This is an optimization exercise on Yosys and OpenROAD, whose aim is small area and a short achievable clock period, not a production implementation.
The RTL was checked by simulation tests, not by an equivalence proof against the original design.
Power figures rest on the tool's default switching activity, not on a simulated workload.

===== flow/run.sh =====
#!/bin/bash
# synth_recipe.tcl (not shown) runs the flow's synth.tcl, then flattens the netlist and writes it again
# the make line also repeats each setting of config.mk as NAME=value (left out here)
make -C /OpenROAD-flow-scripts/flow DESIGN_CONFIG=/design/flow/config.mk WORK_HOME=/design/flow/orfs CLKGATE_MAP_FILE= SYNTH_SCRIPT=/design/flow/synth_recipe.tcl finish

===== flow/config.mk =====
export PLATFORM = sky130hd
export DESIGN_NAME = usim_dispatch
export DESIGN_NICKNAME = usim_dispatch
export VERILOG_FILES = /design/flow/design.v
export SDC_FILE = /design/flow/constraint.sdc
export NUM_CORES = 4
export LEC_CHECK = 0
export CAP_MARGIN = 20
export CORE_MARGIN = 2
export CORE_UTILIZATION = 40
export SLEW_MARGIN = 20

===== flow/constraint.sdc =====
create_clock -name core_clock -period 12.0 [get_ports {clk}]
set_input_delay 2.4000 -clock core_clock [delete_from_list [all_inputs] [get_ports {clk}]]
set_output_delay 2.4000 -clock core_clock [all_outputs]
set_load 0.01 [all_outputs]

===== flow/design.v =====
module usim_dispatch (
    input  wire         clk,
    input  wire         rst_n,
    input  wire         cfg_we,
    input  wire [2:0]   cfg_idx,
    input  wire [16:0]  cfg_base,
    input  wire [16:0]  cfg_size,
    input  wire [3:0]   cfg_count,
    input  wire         build_start,
    output reg  [1:0]   phase,
    output reg  [1:0]   fault_code,
    output reg  [2:0]   fault_i,
    output reg  [2:0]   fault_j,
    input  wire         c_req,
    input  wire         c_we,
    input  wire [15:0]  c_addr,
    input  wire [7:0]   c_wdata,
    output reg          c_ack,
    output reg  [7:0]   c_rdata,
    output reg          m_req,
    output wire         m_we,
    output wire [15:0]  m_addr,
    output wire [7:0]   m_wdata,
    input  wire         m_ack,
    input  wire [7:0]   m_rdata,
    output reg  [7:0]   d_req,
    output wire         d_we,
    output reg  [127:0] d_off,
    output wire [7:0]   d_wdata,
    input  wire [7:0]   d_ack,
    input  wire [63:0]  d_rdata
);
    localparam NB = 8;
    localparam PH_EMPTY    = 2'd0;
    localparam PH_BUILDING = 2'd1;
    localparam PH_RUNNING  = 2'd2;
    localparam PH_DEFECT   = 2'd3;
    localparam F_RANGE   = 2'd1;
    localparam F_OVERLAP = 2'd2;
    localparam F_ZERO    = 2'd3;
    localparam ST_IDLE   = 3'd0;    
    localparam ST_CHECK1 = 3'd1;    
    localparam ST_SORT   = 3'd2;    
    localparam ST_CHECK2 = 3'd3;    
    localparam ST_RUN    = 3'd4;
    reg [16:0] base_r [0:NB-1];
    reg [16:0] size_r [0:NB-1];
    reg [3:0]  n_r;
    reg [2:0]  pi_r   [0:NB-1];
    reg [2:0]  st;
    reg [3:0]  k;
    integer i, j;
    reg [2:0] rank [0:NB-1];
    reg [3:0] cnt;
    always @* begin
        for (i = 0; i < NB; i = i + 1) begin
            cnt = 4'd0;
            for (j = 0; j < NB; j = j + 1) begin
                if (j != i && j < n_r) begin
                    if (base_r[j] < base_r[i] || (base_r[j] == base_r[i] && j < i))
                        cnt = cnt + 4'd1;
                end
            end
            rank[i] = cnt[2:0];
        end
    end
    wire [16:0] chk_base = base_r[k[2:0]];
    wire [16:0] chk_size = size_r[k[2:0]];
    wire [17:0] chk_end  = {1'b0, chk_base} + {1'b0, chk_size};
    wire        chk_zero  = (chk_size == 17'd0);
    wire        chk_range = chk_base[16] || (chk_end > 18'h10000);
    wire [2:0]  ov_a   = pi_r[k[2:0]];
    wire [2:0]  ov_b   = pi_r[k[2:0] + 3'd1];
    wire [17:0] ov_end = {1'b0, base_r[ov_a]} + {1'b0, size_r[ov_a]};
    wire        ov_hit = ov_end > {1'b0, base_r[ov_b]};
    always @(posedge clk) begin
        if (!rst_n) begin
            st         <= ST_IDLE;
            phase      <= PH_EMPTY;
            fault_code <= 2'd0;
            fault_i    <= 3'd0;
            fault_j    <= 3'd0;
            k          <= 4'd0;
            n_r        <= 4'd0;
        end else begin
            case (st)
            ST_IDLE: begin
                if (cfg_we) begin
                    base_r[cfg_idx] <= cfg_base;
                    size_r[cfg_idx] <= cfg_size;
                end
                if (build_start) begin
                    n_r   <= cfg_count;
                    k     <= 4'd0;
                    st    <= ST_CHECK1;
                    phase <= PH_BUILDING;
                end
            end
            ST_CHECK1: begin
                if (k >= n_r) begin
                    st <= ST_SORT;
                end else if (chk_zero) begin
                    st         <= ST_IDLE;
                    phase      <= PH_DEFECT;
                    fault_code <= F_ZERO;
                    fault_i    <= k[2:0];
                    fault_j    <= 3'd0;
                end else if (chk_range) begin
                    st         <= ST_IDLE;
                    phase      <= PH_DEFECT;
                    fault_code <= F_RANGE;
                    fault_i    <= k[2:0];
                    fault_j    <= 3'd0;
                end else begin
                    k <= k + 4'd1;
                end
            end
            ST_SORT: begin
                for (i = 0; i < NB; i = i + 1)
                    if (i < n_r)
                        pi_r[rank[i]] <= i[2:0];
                k  <= 4'd0;
                st <= ST_CHECK2;
            end
            ST_CHECK2: begin
                if (k + 4'd1 >= n_r) begin
                    st         <= ST_RUN;
                    phase      <= PH_RUNNING;
                    fault_code <= 2'd0;
                end else if (ov_hit) begin
                    st         <= ST_IDLE;
                    phase      <= PH_DEFECT;
                    fault_code <= F_OVERLAP;
                    fault_i    <= ov_a;
                    fault_j    <= ov_b;
                end else begin
                    k <= k + 4'd1;
                end
            end
            ST_RUN: begin
            end
            default: begin
                st    <= ST_IDLE;
                phase <= PH_EMPTY;
            end
            endcase
        end
    end
    reg [16:0] off  [0:NB-1];
    reg [NB-1:0] hit;
    reg        found;
    reg [2:0]  sel;
    always @* begin
        for (i = 0; i < NB; i = i + 1) begin
            off[i] = {1'b0, c_addr} - base_r[i];
            hit[i] = (i < n_r) && ({1'b0, c_addr} >= base_r[i]) && (off[i] < size_r[i]);
            d_off[i*16 +: 16] = off[i][15:0];
        end
        found = 1'b0;
        sel   = 3'd0;
        for (i = 0; i < NB; i = i + 1) begin
            if (hit[i] && !found) begin
                found = 1'b1;
                sel   = i[2:0];
            end
        end
        d_req   = 8'd0;
        m_req   = 1'b0;
        c_ack   = 1'b0;
        c_rdata = 8'd0;
        if (phase == PH_RUNNING && c_req) begin
            if (found) begin
                d_req[sel] = 1'b1;
                c_ack      = d_ack[sel];
                c_rdata    = d_rdata[sel*8 +: 8];
            end else begin
                m_req   = 1'b1;
                c_ack   = m_ack;
                c_rdata = m_rdata;
            end
        end
    end
    assign m_we    = c_we;
    assign m_addr  = c_addr;
    assign m_wdata = c_wdata;
    assign d_we    = c_we;
    assign d_wdata = c_wdata;
endmodule

==> flow_metrics.env <==
export IMPL_outcome="no timing/DRC/antenna violations"
export IMPL_power_share_clock_pct=19.5
export IMPL_finalSetupTns_ns=0
export IMPL_die_w_um=332
export IMPL_clock_latency_ns=0.65
export IMPL_grt_antenna_before_repair=9
export IMPL_cts_num_sinks=320
export IMPL_p_sw_w=0.00356
export IMPL_crit_required_ns=9.60
export IMPL_ir_drop_uv=142
export IMPL_drv_slew=0
export IMPL_design_area_sq_um=50000
export IMPL_synth_seq_cells=320
export IMPL_final_nets=6241
export IMPL_grt_pass1_wl_um=291000
export IMPL_place_hpwl_um=166000
export IMPL_clk_path_buf_depth=3
export IMPL_rsz0062_at_grt="false"
export IMPL_hold_class="flop to flop"
export IMPL_num_vias=43246
export IMPL_yosysSeqAreaShare_pct=21.2
export IMPL_via_per_inst=6.48
export IMPL_maxSlewHeadroom_pct=18.6
export IMPL_grt_usage_pct=36.4
export IMPL_hold_buffers=0
export IMPL_dr_pass1_iters=6
export IMPL_synth_edf_count=272
export IMPL_p_int_w=0.00381
export IMPL_nFillCells=10452
export IMPL_die_area_sq_um=110000
export IMPL_clk_pin_slew_ns=0.06
export IMPL_ctsHtreeMaxLevel=2
export IMPL_rows=120
export IMPL_powerDensity_nw_per_um2=147
export IMPL_layout_common_cells="ha_1, nand2_1, inv_1"
export IMPL_drc=0
export IMPL_post_cts_buffers=0
export IMPL_slowest_stage="clkdlybuf4s50_1"
export IMPL_fin_skew_ns=0.0363
export IMPL_drt_iter0_markers=5417
export IMPL_worst_pin_slew_ns=1.21
export IMPL_cap_violations=0
export IMPL_switching_share_pct=48.3
export IMPL_cellLeakagePower_nw=22.0
export IMPL_start_util_pct=40.3
export IMPL_syn_cell_area_sq_um=43000
export IMPL_port_buffer_count=314
export IMPL_gp_congestion=1.03
export IMPL_grt_overflow=0
export IMPL_cts_tree="done"
export IMPL_placed_area_sq_um=48400
export IMPL_synth_warnings=3
export IMPL_max_freq_mhz=86.3
export IMPL_final_common_cell="ha_1"
export IMPL_cts_buffers=45
export IMPL_synthCells=4908
export IMPL_hold_viol=0
export IMPL_post_route_period_util_pct=96.6
export IMPL_synthArstFlopShare_pct=0
export IMPL_setup_viol=0
export IMPL_grt_pass1_vias=40954
export IMPL_synth_flop_cell="edfxtp_1"
export IMPL_fin_crit_ns=11.59
export IMPL_crit_type="input pin to output pin"
export IMPL_cp_end_kind="output pin"
export IMPL_cts_resized_gates=0
export IMPL_grt_max_degree=94
export IMPL_worstPathMaxFanout=7
export IMPL_slowest_delay_ns=0.53
export IMPL_avgSynthCellArea_sq_um=8.77
export IMPL_power_frac_comb_pct=62.4
export IMPL_wl_per_cell_um=31.0
export IMPL_synth_net_count=5914
export IMPL_crit_top_cell="buf_4"
export IMPL_die_height_um=332
export IMPL_root_buffer="clkbuf_16"
export IMPL_wl_um=207000
export IMPL_start_kind="input pin"
export IMPL_area_growth_pct=16.2
export IMPL_drive_gt1_share_pct=7.65
export IMPL_design_core_area_sq_um=107000
export IMPL_seqPwrFrac_pct=18.1
export IMPL_synth_cell_types=87
export IMPL_crit_arrival_ns=9.19
export IMPL_ant_nets=0
export IMPL_ios=342
-- cells in the mapped netlist (all sizes together) (55+ instances only) --
| library cell | count | share of area (%) |
|---|---|---|
| ha | 844 | 25 |
| nand2 | 453 | 4.0 |
| inv | 398 | 3.5 |
| a21oi | 365 | 4.3 |
| nor2 | 301 | 2.6 |
| o21ai | 279 | 3.2 |
| edfxtp | 272 | 19 |
| a21o | 167 | 2.9 |
| nand3 | 130 | 1.5 |
| xnor2 | 124 | 2.6 |
| o211ai | 114 | 2.0 |
| clkbuf | 106 | 0.92 |
| nand4 | 106 | 1.5 |
| mux4 | 80 | 4.2 |
| a211oi | 78 | 1.4 |
| nor2b | 68 | 0.99 |
| nor3 | 64 | 0.77 |
| o21bai | 59 | 1.0 |
| buf | 58 | 0.82 |
| nand2b | 55 | 0.80 |
-- stage by stage --
step	std cells	setup slack [ns]	hold WS (ns)	power, W	utilization [%]
after CTS	6673	0.0100	0.457	0.00723	46.7
after detailed placement	6591	0.0380	0.449	0.00578	45.2
after global routing	6673	0.0138	0.495	0.00776	46.8
after global placement	6591	0.129	0.453	0.00573	45.2
after floorplan	4908	1.51	0.447	0.00423	-
final	6675	0.412	0.451	0.00737	46.8
-- sequential cells by signal, indices dropped and copies added, names as in the netlist, 3 cells and up, named ones only --
name / flops
pi_r: 24
n_r: 4
st: 3
k: 4
size_r: 136
fault_j: 3
fault_i: 3
base_r: 136
-- final timing paths --
check | start | endpoint | slack, ns | cells past startpoint
setup / recovery | c_addr[0] | c_rdata[6] | 0.41 | 34
hold reg to reg | fault_i[2] | fault_i[2] | 0.45 | 2
hold / removal | fault_i[2] | fault_i[2] | 0.45 | 2
setup reg to reg | base_r[2][1] | pi_r[4][2] | 3.06 | 40
-- layout make-up --
type,count,area (sq um),share of cell area [%]
Tap cell,1403,1760,3.51
Multi-Input combinational cell,4026,31900,63.8
Clock inverter,28,310,0.621
Inverter,398,1490,2.99
Clock buffer,54,1210,2.42
Sequential cell,320,9140,18.3
Timing Repair Buffer,444,4180,8.35
Antenna cell,2,5.00,0.0100
-- worst max-delay path, delay by kind of cell --
kind	cells	cell delay [ns]
AO/OA/AOI/OAI	18	3.23
adder cells (fa/ha/maj)	3	0.92
AND/OR/NAND/NOR	2	0.37
buffers and inverters	10	2.10
XOR/XNOR	1	0.16
-- layer usage --
layer	track usage, %	vias to the layer above	wire [um]
met1	47.0	20828	81700
met2	56.4	2627	89600
met3	6.43	557	20800
met4	22.4	8	14900
li1	-	19226	-
met5	0	-	55
-- power by group through the flow --
stage	Clock (W)	Combinational, W	Sequential (W)
CTS	0.00145	0.00445	0.00133
global placement	0	0.00438	0.00135
floorplan	0	0.00291	0.00131
detailed placement	0	0.00443	0.00136
finish	0.00144	0.00459	0.00133
global route	0.00148	0.00494	0.00134
-- kinds of logic after synthesis --
| kind of cell | Yosys count | share of synthesized area, % |
|---|---|---|
| adder cells (fa/ha/maj) | 854 | 25.0 |
| buffers and inverters | 562 | 5.22 |
| AO/OA/AOI/OAI | 1450 | 22.2 |
| flip-flops | 320 | 21.2 |
| AND/OR/NAND/NOR | 1364 | 15.3 |
| XOR/XNOR | 198 | 4.85 |
| multiplexers | 160 | 6.14 |

## what the ideal ports hide
The flow's constraints put no driver on any port. The routed layout listed below was extracted and timed again, unchanged, in two steps. Step 1: set_driving_cell puts a clkbuf_16 on clk and a buf_2 on each other input, an assumption about the parent block. Step 2 moves the port delays by t, midway between the first and last clock arrival at a register: inputs arrive t later, outputs are due t later. That takes back most of the time a late clock gives input paths. a / b / c = no drivers / after step 1 / after step 2; a / b = the first two.
shift t [ns]: 0.722
slack for setup (ns): 0.412 / 0.391 / 0.391
worst setup path after step 2: input to output
worst data-port slew with drivers (ns): 0.13
After both steps this run still meets setup and hold. For this run, drivers alone change the setup slack by -0.021 ns; drivers and shift together by -0.021 ns.
